This is an optimization exercise on Yosys and OpenROAD, whose aim is small area, a short achievable clock period and few clock cycles, not a production implementation.
Function was checked by simulation only, so behaviour that the tests miss may differ from the original.
No activity file was given, so power comes from the tool's default toggle rates.

==> inputs of ember <==
// quic_walk
module quic_walk (
    input  wire        clk,
    input  wire        rst,
    input  wire        in_valid,
    output wire        in_ready,
    input  wire [31:0] in_data,
    input  wire [2:0]  in_cnt,
    input  wire        in_last,
    output wire        frm_valid,
    output wire [3:0]  frm_kind,
    output wire [7:0]  frm_tag,
    output wire [15:0] frm_off,
    output wire [15:0] frm_len,
    output wire        done_valid,
    output wire [7:0]  done_status,
    output wire [7:0]  done_cause,
    output wire [15:0] done_nfrm,
    output wire [15:0] done_nbytes
);
Settings: LEC_CHECK=0, ABC_AREA=1, CAP_MARGIN=20, CORE_MARGIN=2, CORE_UTILIZATION=60, CTS_BUF_LIST=sky130_fd_sc_hd__clkbuf_8, PLACE_DENSITY=0.7, SLEW_MARGIN=20; clock period 8.0 ns.
run.sh (not shown) runs the stock make flow with config.mk's settings and CLKGATE_MAP_FILE= SYNTH_SCRIPT=/design/flow/synth_recipe.tcl, a recipe that flattens the netlist after the stock synthesis.
==> quartz (differences from ember) <==
--- a/flow/design.v
+++ b/flow/design.v
@@ -53,33 +53,18 @@
     reg [7:0]  hold2;     
     reg [15:0] nfrm;
     reg [1:0]  ecode;
     reg [2:0]  ui;        
     reg [1:0]  u_need;
     reg [2:0]  u_rng;
     reg        u_bad;
-    function [15:0] inc16;
-        input [15:0] v;
-        integer i;
-        begin
-            for (i = 0; i < 16; i = i + 1)
-                inc16[i] = v[i] ^ (&(v | ~((16'd1 << i) - 16'd1)));
-        end
-    endfunction
-    function lt4;
-        input [2:0] v;
-        input [2:0] c;
-        lt4 = !v[2] && (c[2] || (c[1] && c[0] && !(v[1] && v[0])) || (c[1] && !c[0] && !v[1])
-                        || (!c[1] && c[0] && v[1:0] == 2'd0));
-    endfunction
     wire [1:0]  k        = cur[1:0];
-    wire [15:0] bpos1w   = inc16({2'b00, bpos});
-    wire [13:0] bpos1    = bpos1w[13:0];
+    wire [13:0] bpos1    = bpos + 14'd1;
     wire        at_beat  = (cur[16:2] == {1'b0, bpos});
-    wire        cin      = at_beat && lt4({1'b0, k}, bcnt);    
+    wire        cin      = at_beat && ({1'b0, k} < bcnt);    
     wire        bl       = blast && !bcnt[2];
     wire [16:0] blen     = {1'b0, bpos, bcnt[1:0]};
     wire        cur_eq_len = at_beat && (k == bcnt[1:0]);
     wire [16:0] nxt_beat = {1'b0, bpos1, 2'b00};
     wire [7:0] B0 = bdata[7:0];
     wire [7:0] B1 = bdata[15:8];
     wire [7:0] B2 = bdata[23:16];
@@ -89,18 +74,16 @@
         case (k)
             2'd0:    begin c0 = B0; c1 = B1; c2 = B2; end
             2'd1:    begin c0 = B1; c1 = B2; c2 = B3; end
             2'd2:    begin c0 = B2; c1 = B3; c2 = B3; end
             default: begin c0 = B3; c1 = B3; c2 = B3; end
         endcase
     end
-    wire ge2 = bcnt[2] || bcnt[1];
-    wire ge3 = bcnt[2] || (bcnt[1] && bcnt[0]);
-    wire a1  = (k == 2'd0) ? ge2 : (k == 2'd1) ? ge3 : (k == 2'd2) ? bcnt[2] : 1'b0;
-    wire a2  = (k == 2'd0) ? ge3 : (k == 2'd1) ? bcnt[2] : 1'b0;
+    wire a1 = ({1'b0, k} + 3'd1) < bcnt;    
+    wire a2 = ({1'b0, k} + 3'd2) < bcnt;    
     wire        in_tag = (st == S_TAG);
     wire        in_x1  = (st == S_X1);
     wire [7:0]  t  = in_tag ? c0 : ftag;
     wire [7:0]  x1 = in_tag ? c1 : in_x1 ? c0 : hold1;
     wire [7:0]  x2 = in_tag ? c2 : in_x1 ? c1 : c0;
     wire        h1 = in_tag ? a1 : 1'b1;                
     wire        h2 = in_tag ? a2 : in_x1 ? a1 : 1'b1;   
@@ -117,59 +100,31 @@
             8'h05:   t_fix = 5'd13;
             8'h06:   t_fix = 5'd5;
             8'h09:   t_fix = 5'd5;
             8'h0b:   t_fix = 5'd15;
             default: t_fix = 5'd1;
         endcase
     end
+    wire [2:0] sw = {1'b0, t[1:0]} + 3'd1;
+    reg  [3:0] ow;
+    always @* begin
+        case (t[3:2])
+            2'd0:    ow = 4'd0;
+            2'd1:    ow = 4'd2;
+            2'd2:    ow = 4'd4;
+            default: ow = 4'd8;
+        endcase
+    end
+    wire [2:0] lw = t[3] ? 3'd4 : t[2] ? 3'd2 : 3'd1;
+    wire [2:0] mw = t[1] ? 3'd4 : t[0] ? 3'd2 : 3'd1;
     wire need2  = t_ack ? t[4] : 1'b1;           
     wire hdr_ok = need2 ? h2 : h1;               
-    function [4:0] ow_of;
-        input [1:0] c;
-        ow_of = (c == 2'd0) ? 5'd0 : (5'd1 << c);
-    endfunction
-    function [4:0] aw_of;
-        input [1:0] c;
-        aw_of = c[1] ? 5'd4 : c[0] ? 5'd2 : 5'd1;
-    endfunction
-    function [319:0] mk_str_tab;
-        input dummy;
-        integer i;
-        begin
-            mk_str_tab = 320'd0;
-            for (i = 0; i < 64; i = i + 1)
-                mk_str_tab[5*i +: 5] = 5'd3 - i[5:4] + {3'd0, i[1:0]} + 5'd1 + ow_of(i[3:2]);
-        end
-    endfunction
-    function [639:0] mk_ack_tab;
-        input dummy;
-        integer i;
-        begin
-            mk_ack_tab = 640'd0;
-            for (i = 0; i < 128; i = i + 1)
-                mk_ack_tab[5*i +: 5] = ((i[6:5] == 2'd2) ? 5'd1 : 5'd2 - i[6:5] + i[4])
-                                       + aw_of(i[3:2]) + aw_of(i[1:0]) + 5'd2;
-        end
-    endfunction
-    function [63:0] mk_d0_tab;
-        input dummy;
-        integer i;
-        begin
-            mk_d0_tab = 64'd0;
-            for (i = 0; i < 16; i = i + 1)
-                mk_d0_tab[4*i +: 4] = 4'd2 + i[1:0] + ow_of(i[3:2]);
-        end
-    endfunction
-    localparam [319:0] STR_TAB = mk_str_tab(1'b0);
-    localparam [639:0] ACK_TAB = mk_ack_tab(1'b0);
-    localparam [63:0]  D0_TAB  = mk_d0_tab(1'b0);
-    wire [4:0] str_step = STR_TAB[5*{st[1:0], t[3:0]} +: 5];
-    wire [4:0] ack_step = ACK_TAB[5*{st[1:0], t[4:0]} +: 5];
-    wire [3:0] d0_min   = D0_TAB[4*t[3:0] +: 4];
-    wire [4:0] h_step   = t_ack ? ack_step : t_cc ? (in_x1 ? 5'd2 : 5'd1) : str_step;
+    wire [1:0] h_used = in_tag ? (need2 ? 2'd3 : 2'd2) : in_x1 ? (need2 ? 2'd2 : 2'd1) : 2'd1;
+    wire [3:0] h_body = t_ack ? {1'b0, lw} + {1'b0, mw} + 4'd2 :
+                        t_cc  ? 4'd0 : {1'b0, sw} + ow;
     wire dl_big = (x1 != 8'd0) || (x2[7:2] != 6'd0) || (x2[1:0] == 2'd3);
     wire h_past = (t[3:2] != 2'd0) || t[1] || (in_x1 && t[0]);
     wire [7:0] a_nts = ftag[4] ? hold2 : hold1;
     wire       ts_c  = (a_nts != 8'd0);
     wire [7:0] ub = bdata[8*ui[1:0] +: 8];
     reg [1:0] u_need_n;
     reg [2:0] u_rng_n;
@@ -232,17 +187,15 @@
     reg         hold2_ld;
     reg [2:0]   ui_n;
     reg         u_step;
     reg         u_init;
     reg         e_ld;
     reg [1:0]   e_n;
     wire [16:0] sum = cur + opnd + {16'd0, cy};
-    wire [1:0]  k1     = {k[1] ^ k[0], ~k[0]};
-    wire [2:0]  x2_idx = in_x1 ? {k == 2'd3, k1} : {1'b0, k};
-    wire [2:0]  x2_nx  = in_x1 ? {k[1], ~k[1], k[0]} : {k == 2'd3, k1};    
+    wire [2:0]  x2_idx = in_x1 ? {1'b0, k} + 3'd1 : {1'b0, k};
     always @* begin
         rel       = 1'b0;
         fin       = 1'b0;
         d_status  = 8'h00;
         d_cause   = 8'h00;
         st_n      = st;
         bs_n      = bs;
@@ -296,33 +249,33 @@
                     end else if (in_tag && t_cc) begin
                         opnd  = 17'd5;
                         cur_n = sum;
                         st_n  = S_X1;
                         pv_n  = 1'b0;
                         rel   = !bl;
                     end else if (in_tag && t_str && !t[4]) begin
-                        opnd  = {13'd0, d0_min};
+                        opnd  = {13'd0, 4'd1 + {1'b0, sw} + ow};
                         cur_n = sum;
                         st_n  = S_D0;
                         pv_n  = 1'b0;
                     end else if (in_tag && !t_ack && !t_str) begin
                         opnd  = {12'd0, t_fix};
                         cur_n = sum;
                         pv_n  = 1'b1;
                         rel   = !bl && ((t_fix != 5'd1) || (k == 2'd3));
                     end else if (hdr_ok) begin
-                        opnd     = {12'd0, h_step};
+                        opnd     = {12'd0, 3'd0, h_used} + {13'd0, h_body};
                         cur_n    = sum;
                         hold1_ld = (st != S_X2);
                         hold2_ld = 1'b1;
                         pv_n     = 1'b0;
                         st_n     = S_B;
                         bs_n     = !t_ack ? B_DL : t[4] ? B_NBS : B_TS2;
                         if (t_cc) begin
-                            ui_n   = (x2_idx == 3'd3 && !bl) ? 3'd0 : x2_nx;
+                            ui_n   = (x2_idx == 3'd3 && !bl) ? 3'd0 : x2_idx + 3'd1;
                             u_init = 1'b1;
                             rel    = !bl && (x2_idx == 3'd3);
                         end else begin
                             rel    = !bl && (in_tag || t_ack || (dl_big && h_past));
                         end
                     end else begin
                         cur_n = nxt_beat;
@@ -361,17 +314,17 @@
                         st_n = S_ERR;
                         e_ld = 1'b1;
                         e_n  = E_UTF;
                     end else begin
                         st_n = S_TAG;
                         pv_n = 1'b1;
                     end
-                end else if (lt4(ui, bcnt)) begin
+                end else if (ui < bcnt) begin
                     u_step = 1'b1;
-                    ui_n   = {ui[1] & ui[0], ui[1] ^ ui[0], ~ui[0]};
+                    ui_n   = ui + 3'd1;
                     if (ui == 3'd3 && !bl) begin
                         rel  = 1'b1;
                         ui_n = 3'd0;
                     end
                 end else begin
                     fin = 1'b1;
                     rel = 1'b1;
@@ -484,12 +437,12 @@
             end else begin
                 if (rel)
                     bpos <= bpos1;
                 st   <= st_n;
                 cur  <= cur_n;
                 pv   <= pv_n;
                 if (frm_valid)
-                    nfrm <= inc16(nfrm);
+                    nfrm <= nfrm + 16'd1;
             end
         end
     end
 endmodule
==> flow/config.mk (replaced) <==
export PLATFORM = sky130hd
export DESIGN_NAME = quic_walk
export DESIGN_NICKNAME = quic_walk
export VERILOG_FILES = /design/flow/design.v
export SDC_FILE = /design/flow/constraint.sdc
export NUM_CORES = 4
export LEC_CHECK = 0
export ABC_AREA = 1
export CAP_MARGIN = 20
export CORE_MARGIN = 2
export CORE_UTILIZATION = 40
export PLACE_DENSITY = 0.6
export SLEW_MARGIN = 20
==> umber (differences from ember) <==
--- a/flow/design.v
+++ b/flow/design.v
@@ -39,17 +39,19 @@
     localparam [2:0] U_90  = 3'd3;    
     localparam [2:0] U_8F  = 3'd4;    
     reg        bv;
     reg [31:0] bdata;
     reg [2:0]  bcnt;
     reg        blast;
     reg [13:0] bpos;      
+    reg [2:0]  brel;      
     reg [2:0]  st;
     reg [2:0]  bs;        
     reg [16:0] cur;       
+    reg [3:0]  kh;        
     reg        pv;        
     reg [15:0] fstart;    
     reg [7:0]  ftag;
     reg [7:0]  hold1;     
     reg [7:0]  hold2;     
     reg [15:0] nfrm;
     reg [1:0]  ecode;
@@ -71,43 +73,44 @@
         lt4 = !v[2] && (c[2] || (c[1] && c[0] && !(v[1] && v[0])) || (c[1] && !c[0] && !v[1])
                         || (!c[1] && c[0] && v[1:0] == 2'd0));
     endfunction
     wire [1:0]  k        = cur[1:0];
     wire [15:0] bpos1w   = inc16({2'b00, bpos});
     wire [13:0] bpos1    = bpos1w[13:0];
     wire        at_beat  = (cur[16:2] == {1'b0, bpos});
-    wire        cin      = at_beat && lt4({1'b0, k}, bcnt);    
+    wire        ge1      = bcnt != 3'd0;
+    wire        ge2      = bcnt[2] || bcnt[1];
+    wire        ge3      = bcnt[2] || (bcnt[1] && bcnt[0]);
+    wire        cin      = at_beat && ((kh[0] && ge1) || (kh[1] && ge2) || (kh[2] && ge3) || (kh[3] && bcnt[2]));
     wire        bl       = blast && !bcnt[2];
     wire [16:0] blen     = {1'b0, bpos, bcnt[1:0]};
-    wire        cur_eq_len = at_beat && (k == bcnt[1:0]);
+    wire        cur_eq_len = at_beat && (kh[bcnt[1:0]]);
     wire [16:0] nxt_beat = {1'b0, bpos1, 2'b00};
     wire [7:0] B0 = bdata[7:0];
     wire [7:0] B1 = bdata[15:8];
     wire [7:0] B2 = bdata[23:16];
     wire [7:0] B3 = bdata[31:24];
-    reg [7:0] c0, c1, c2;           
-    always @* begin
-        case (k)
-            2'd0:    begin c0 = B0; c1 = B1; c2 = B2; end
-            2'd1:    begin c0 = B1; c1 = B2; c2 = B3; end
-            2'd2:    begin c0 = B2; c1 = B3; c2 = B3; end
-            default: begin c0 = B3; c1 = B3; c2 = B3; end
-        endcase
-    end
-    wire ge2 = bcnt[2] || bcnt[1];
-    wire ge3 = bcnt[2] || (bcnt[1] && bcnt[0]);
-    wire a1  = (k == 2'd0) ? ge2 : (k == 2'd1) ? ge3 : (k == 2'd2) ? bcnt[2] : 1'b0;
-    wire a2  = (k == 2'd0) ? ge3 : (k == 2'd1) ? bcnt[2] : 1'b0;
+    wire [7:0] c0 = ({8{kh[0]}} & B0) | ({8{kh[1]}} & B1) | ({8{kh[2]}} & B2) | ({8{kh[3]}} & B3);
+    wire [7:0] c1 = ({8{kh[0]}} & B1) | ({8{kh[1]}} & B2) | ({8{kh[2]}} & B3);
+    wire [7:0] c2 = ({8{kh[0]}} & B2) | ({8{kh[1]}} & B3);
+    wire a1  = (kh[0] && ge2) || (kh[1] && ge3) || (kh[2] && bcnt[2]);
+    wire a2  = (kh[0] && ge3) || (kh[1] && bcnt[2]);
     wire        in_tag = (st == S_TAG);
     wire        in_x1  = (st == S_X1);
     wire [7:0]  t  = in_tag ? c0 : ftag;
     wire [7:0]  x1 = in_tag ? c1 : in_x1 ? c0 : hold1;
     wire [7:0]  x2 = in_tag ? c2 : in_x1 ? c1 : c0;
     wire        h1 = in_tag ? a1 : 1'b1;                
     wire        h2 = in_tag ? a2 : in_x1 ? a1 : 1'b1;   
+    function one_byte;
+        input [7:0] b;
+        one_byte = (b == 8'h00) || (b == 8'h07) || (b == 8'h08) || (b == 8'h0a) ||
+                   (b[7:4] == 4'h0 && b[3:2] == 2'b11) ||           
+                   (!b[7] && b[6:4] != 3'd0) || (b[7:5] == 3'b100);  
+    endfunction
     wire t_ack  = (t[7:5] == 3'b101);
     wire t_str  = (t[7:6] == 2'b11);
     wire t_cc   = (t == 8'h02);
     wire t_resv = (t[3:2] == 2'd2) || (t[1:0] == 2'd2);
     reg [4:0] t_fix;
     always @* begin
         case (t)
@@ -162,18 +165,27 @@
     localparam [319:0] STR_TAB = mk_str_tab(1'b0);
     localparam [639:0] ACK_TAB = mk_ack_tab(1'b0);
     localparam [63:0]  D0_TAB  = mk_d0_tab(1'b0);
     wire [4:0] str_step = STR_TAB[5*{st[1:0], t[3:0]} +: 5];
     wire [4:0] ack_step = ACK_TAB[5*{st[1:0], t[4:0]} +: 5];
     wire [3:0] d0_min   = D0_TAB[4*t[3:0] +: 4];
     wire [4:0] h_step   = t_ack ? ack_step : t_cc ? (in_x1 ? 5'd2 : 5'd1) : str_step;
-    wire dl_big = (x1 != 8'd0) || (x2[7:2] != 6'd0) || (x2[1:0] == 2'd3);
     wire h_past = (t[3:2] != 2'd0) || t[1] || (in_x1 && t[0]);
     wire [7:0] a_nts = ftag[4] ? hold2 : hold1;
     wire       ts_c  = (a_nts != 8'd0);
+    reg        b_big;
+    always @* begin
+        case (bs)
+            B_DL:    b_big = (hold1 != 8'd0) || (hold2[7:2] != 6'd0);
+            B_NBS:   b_big = ftag[1] ? (hold1 != 8'd0) : (hold1[7:1] != 7'd0);
+            B_NB:    b_big = (hold1[7:2] != 6'd0);
+            B_TS2:   b_big = (a_nts[7:1] != 7'd0);
+            default: b_big = (a_nts[7:2] != 6'd0) || (a_nts[1:0] == 2'd3);
+        endcase
+    end
     wire [7:0] ub = bdata[8*ui[1:0] +: 8];
     reg [1:0] u_need_n;
     reg [2:0] u_rng_n;
     reg       u_bad_n;
     wire      u_cont = (ub[7:6] == 2'b10);
     reg       u_cont_ok;
     always @* begin
@@ -212,15 +224,15 @@
             else if (ub[2])
                 u_rng_n = U_8F;
         end else begin
             u_bad_n = 1'b1;
         end
     end
     wire u_fail   = u_bad || (u_need != 2'd0);
-    wire u_at_end = at_beat && (k == ui[1:0]) && !ui[2];
+    wire u_at_end = at_beat && kh[ui[1:0]] && !ui[2];
     reg         rel;         
     reg         fin;         
     reg [7:0]   d_status;
     reg [7:0]   d_cause;
     reg [2:0]   st_n;
     reg [2:0]   bs_n;
     reg [16:0]  cur_n;
@@ -232,17 +244,20 @@
     reg         hold2_ld;
     reg [2:0]   ui_n;
     reg         u_step;
     reg         u_init;
     reg         e_ld;
     reg [1:0]   e_n;
     wire [16:0] sum = cur + opnd + {16'd0, cy};
-    wire [1:0]  k1     = {k[1] ^ k[0], ~k[0]};
-    wire [2:0]  x2_idx = in_x1 ? {k == 2'd3, k1} : {1'b0, k};
-    wire [2:0]  x2_nx  = in_x1 ? {k[1], ~k[1], k[0]} : {k == 2'd3, k1};    
+    wire        x2_end = in_x1 ? kh[2] : kh[3];
+    wire [2:0]  x2_nx  = in_x1 ? {kh[2] | kh[3], kh[0] | kh[1], kh[1] | kh[3]}
+                               : {kh[3], kh[1] | kh[2], kh[0] | kh[2]};
+    wire        d0_here = (t[3:2] == 2'd0) &&
+                          ((kh[0] && t[1:0] != 2'd3) || (kh[1] && !t[1]) || (kh[2] && t[1:0] == 2'd0));
+    wire        tag_rel = (kh[0] && brel[0]) || (kh[1] && brel[1]) || (kh[2] && brel[2]) || kh[3];
     always @* begin
         rel       = 1'b0;
         fin       = 1'b0;
         d_status  = 8'h00;
         d_cause   = 8'h00;
         st_n      = st;
         bs_n      = bs;
@@ -264,15 +279,15 @@
                     B_DL:    opnd = {1'b0, hold1, hold2};
                     B_NBS:   opnd = ftag[1] ? {7'd0, hold1, 2'b00} : {8'd0, hold1, 1'b0};
                     B_NB:    opnd = {9'd0, hold1};
                     B_TS2:   begin opnd = {8'd0, a_nts, 1'b0}; cy = ts_c; end
                     default: begin opnd = {9'd0, a_nts};       cy = ts_c; end
                 endcase
                 cur_n = sum;
-                rel   = bv && !bl && !at_beat && (ftag != 8'h02);
+                rel   = bv && !bl && (!at_beat || b_big) && (ftag != 8'h02);
                 case (bs)
                     B_NBS:   bs_n = (ftag[1:0] == 2'b00) ? B_TS2 : B_NB;
                     B_NB:    bs_n = B_TS2;
                     B_TS2:   bs_n = B_TS1;
                     default: bs_n = bs;
                 endcase
                 if (bs == B_DL || bs == B_TS1) begin
@@ -298,35 +313,36 @@
                         cur_n = sum;
                         st_n  = S_X1;
                         pv_n  = 1'b0;
                         rel   = !bl;
                     end else if (in_tag && t_str && !t[4]) begin
                         opnd  = {13'd0, d0_min};
                         cur_n = sum;
-                        st_n  = S_D0;
+                        st_n  = (d0_here && !bl) ? S_D0OK : S_D0;
                         pv_n  = 1'b0;
+                        rel   = !bl;
                     end else if (in_tag && !t_ack && !t_str) begin
                         opnd  = {12'd0, t_fix};
                         cur_n = sum;
                         pv_n  = 1'b1;
-                        rel   = !bl && ((t_fix != 5'd1) || (k == 2'd3));
+                        rel   = !bl && tag_rel;
                     end else if (hdr_ok) begin
                         opnd     = {12'd0, h_step};
                         cur_n    = sum;
                         hold1_ld = (st != S_X2);
                         hold2_ld = 1'b1;
                         pv_n     = 1'b0;
                         st_n     = S_B;
                         bs_n     = !t_ack ? B_DL : t[4] ? B_NBS : B_TS2;
                         if (t_cc) begin
-                            ui_n   = (x2_idx == 3'd3 && !bl) ? 3'd0 : x2_nx;
+                            ui_n   = (x2_end && !bl) ? 3'd0 : x2_nx;
                             u_init = 1'b1;
-                            rel    = !bl && (x2_idx == 3'd3);
+                            rel    = !bl && x2_end;
                         end else begin
-                            rel    = !bl && (in_tag || t_ack || (dl_big && h_past));
+                            rel    = !bl && (in_tag || t_ack || h_past);
                         end
                     end else begin
                         cur_n = nxt_beat;
                         pv_n  = 1'b0;
                         rel   = !bl;
                         if (in_tag && !(h1 && need2)) begin
                             st_n     = S_X1;
@@ -423,15 +439,15 @@
     assign in_ready    = !bv || (rel && !to_empty);
     assign frm_valid   = bv && in_tag && pv && (cin || (bl && cur_eq_len));
     assign frm_tag     = ftag;
     assign frm_off     = fstart;
     assign frm_len     = cur[15:0] - fstart;
     assign frm_kind    = (ftag[7:5] == 3'b101) ? 4'hC :
                          (ftag[7:6] == 2'b11)  ? 4'hD :
-                         (ftag <= 8'h0b)       ? ftag[3:0] : 4'h0;
+                         (ftag[7:4] == 4'h0 && ftag[3:2] != 2'b11) ? ftag[3:0] : 4'h0;
     assign done_valid  = fin;
     assign done_status = d_status;
     assign done_cause  = d_cause;
     assign done_nfrm   = nfrm;
     assign done_nbytes = blen[15:0];
     always @(posedge clk) begin
         if (set_start) begin
@@ -442,14 +458,15 @@
             hold1 <= in_tag ? c1 : c0;
         if (hold2_ld)
             hold2 <= x2;
         if (e_ld)
             ecode <= e_n;
         if (in_valid && in_ready) begin
             bdata <= in_data;
+            brel  <= {!one_byte(in_data[23:16]), !one_byte(in_data[15:8]), !one_byte(in_data[7:0])};
             bcnt  <= in_cnt;
             blast <= in_last;
         end else if (rel && to_empty) begin
             bcnt  <= 3'd0;
         end
         if (u_step) begin
             u_need <= u_need_n;
@@ -464,32 +481,35 @@
         ui <= ui_n;
         bs <= bs_n;
         if (rst) begin
             bv   <= 1'b0;
             bpos <= 14'd0;
             st   <= S_TAG;
             cur  <= 17'd0;
+            kh   <= 4'b0001;
             pv   <= 1'b0;
             nfrm <= 16'd0;
         end else begin
             if (rel && !to_empty)
                 bv <= 1'b0;
             if (in_valid && in_ready)
                 bv <= 1'b1;
             if (fin) begin
                 bpos <= 14'd0;
                 st   <= S_TAG;
                 cur  <= 17'd0;
+                kh   <= 4'b0001;
                 pv   <= 1'b0;
                 nfrm <= 16'd0;
             end else begin
                 if (rel)
                     bpos <= bpos1;
                 st   <= st_n;
                 cur  <= cur_n;
+                kh   <= 4'b0001 << cur_n[1:0];
                 pv   <= pv_n;
                 if (frm_valid)
                     nfrm <= inc16(nfrm);
             end
         end
     end
 endmodule
==> flow/flow/run.sh (new file) <==
#!/bin/bash
# The standard layout (the standard.sh, all steps), with the port buffers
# that buffer_ports inserts made plain sky130_fd_sc_hd__buf_1 cells: every
# input and output port still gets its own buffer. The full output of make and
# of the DEF export goes to flow_make.log; ORFS keeps each step's own log
# under orfs/logs/.
set -euo pipefail
export BUFFER_PORTS_ARGS="-buffer_cell sky130_fd_sc_hd__buf_1"
bash standard.sh > flow_make.log 2>&1
==> flow/standard.sh (new file) <==
#!/bin/bash
# synth_recipe.tcl (not shown) runs the flow's synth.tcl, then flattens the netlist and writes it again
# the make line also repeats each setting of config.mk as NAME=value (left out here)
make -C /OpenROAD-flow-scripts/flow DESIGN_CONFIG=/design/flow/config.mk WORK_HOME=/design/flow/orfs CLKGATE_MAP_FILE= SYNTH_SCRIPT=/design/flow/synth_recipe.tcl "${@:-finish}"
--- a/flow/config.mk
+++ b/flow/config.mk
@@ -7,8 +7,9 @@
 export LEC_CHECK = 0
 export ABC_AREA = 1
 export CAP_MARGIN = 20
 export CORE_MARGIN = 2
 export CORE_UTILIZATION = 60
 export CTS_BUF_LIST = sky130_fd_sc_hd__clkbuf_8
 export PLACE_DENSITY = 0.7
+export SETUP_SLACK_MARGIN = 3.5
 export SLEW_MARGIN = 20
removed: flow/run.sh
==> harbor (differences from ember) <==
==> flow/config.mk (replaced) <==
export PLATFORM = sky130hd
export DESIGN_NAME = quic_walk
export DESIGN_NICKNAME = quic_walk
export VERILOG_FILES = /design/flow/design.v
export SDC_FILE = /design/flow/constraint.sdc
export NUM_CORES = 4
export LEC_CHECK = 0
export ABC_AREA = 1
export CAP_MARGIN = 20
export CORE_MARGIN = 2
export CORE_UTILIZATION = 40
export PLACE_DENSITY = 0.6
export SLEW_MARGIN = 20
==> notes.md <==
| quantity | ember | harbor | quartz | umber |
|---|---|---|---|---|
| Die outline width | 140 um | 170 um | 170 um | 143 um |
| Worst hold-check slack | 0.493 ns | 0.484 ns | 0.492 ns | 0.493 ns |
| Int Power | 1.38 mW | 1.57 mW | 1.48 mW | 1.37 mW |
| Critical path buffers and inverters | 5 | 5 | 3 | 3 |
| Clock insertion delay at the later pin of the skew report | 0.48 ns | 0.44 ns | 0.43 ns | 0.47 ns |
| Kind of end point of the critical path | primary output | primary output | register | primary output |
| Adder and majority gate portion of the synthesized area | 0.0668 | 0.0668 | 0.0786 | 0.0592 |
| Top Layer Used | met4 | met4 | met4 | met5 |
| Share of Yosys cell area claimed by the top area cell type | 0.226 | 0.226 | 0.225 | 0.223 |
| Outcome | timing/DRC/antenna clean | timing/DRC/antenna clean | timing/DRC/antenna clean | timing/DRC/antenna clean |
| Final GP Congestion | 0.998 | 0.943 | 0.954 | 1.01 |
| Achievable Freq | 0.146 GHz | 0.145 GHz | 0.148 GHz | 0.220 GHz |
| Net total in the final layout | 1745 | 1747 | 1740 | 1882 |
| Maximum resistive drop on vdd | 0.125 mV | 0.103 mV | 0.122 mV | 0.142 mV |
Testbench counts of ember, summed over its fixed seeds: cycles 13,428.
Testbench counts of quartz, summed over its fixed seeds: cycles 13,428.
Testbench counts of umber, summed over its fixed seeds: cycles 13,226.
Testbench counts of harbor, summed over its fixed seeds: cycles 13,428.

-- port drivers added, routing unchanged --
Ports are ideal in the flow. The routed layouts listed here were re-timed in OpenROAD.
Step 1 sets driving cells, clkbuf_16 on the clock port and buf_2 on the other inputs (assumed; they add their load-dependent delay and slew).
Step 2 also shifts input and output timing later by t, the mid clock arrival at the registers, as if the neighbouring blocks saw the same clock.
Three values: ideal ports, drivers, drivers and shift; two values: the first two.
run | t, ns | setup WS [ns] | hold WS [ns] | worst register clock-pin slew, ns | worst slew at a driven data input, ns
ember | 0.520 | 1.158 / 1.110 / 1.630 | 0.493 / 0.493 / 0.493 | 0.10 / 0.10 | 0.04
quartz | 0.476 | 1.243 / 1.243 / 1.243 | 0.492 / 0.492 / 0.492 | 0.07 / 0.07 | 0.04
umber | 0.506 | 3.462 / 3.418 / 3.642 | 0.493 / 0.493 / 0.493 | 0.11 / 0.11 | 0.03
harbor | 0.488 | 1.115 / 1.064 / 1.552 | 0.484 / 0.484 / 0.484 | 0.07 / 0.07 | 0.04
After both steps setup and hold are still met in every run listed.
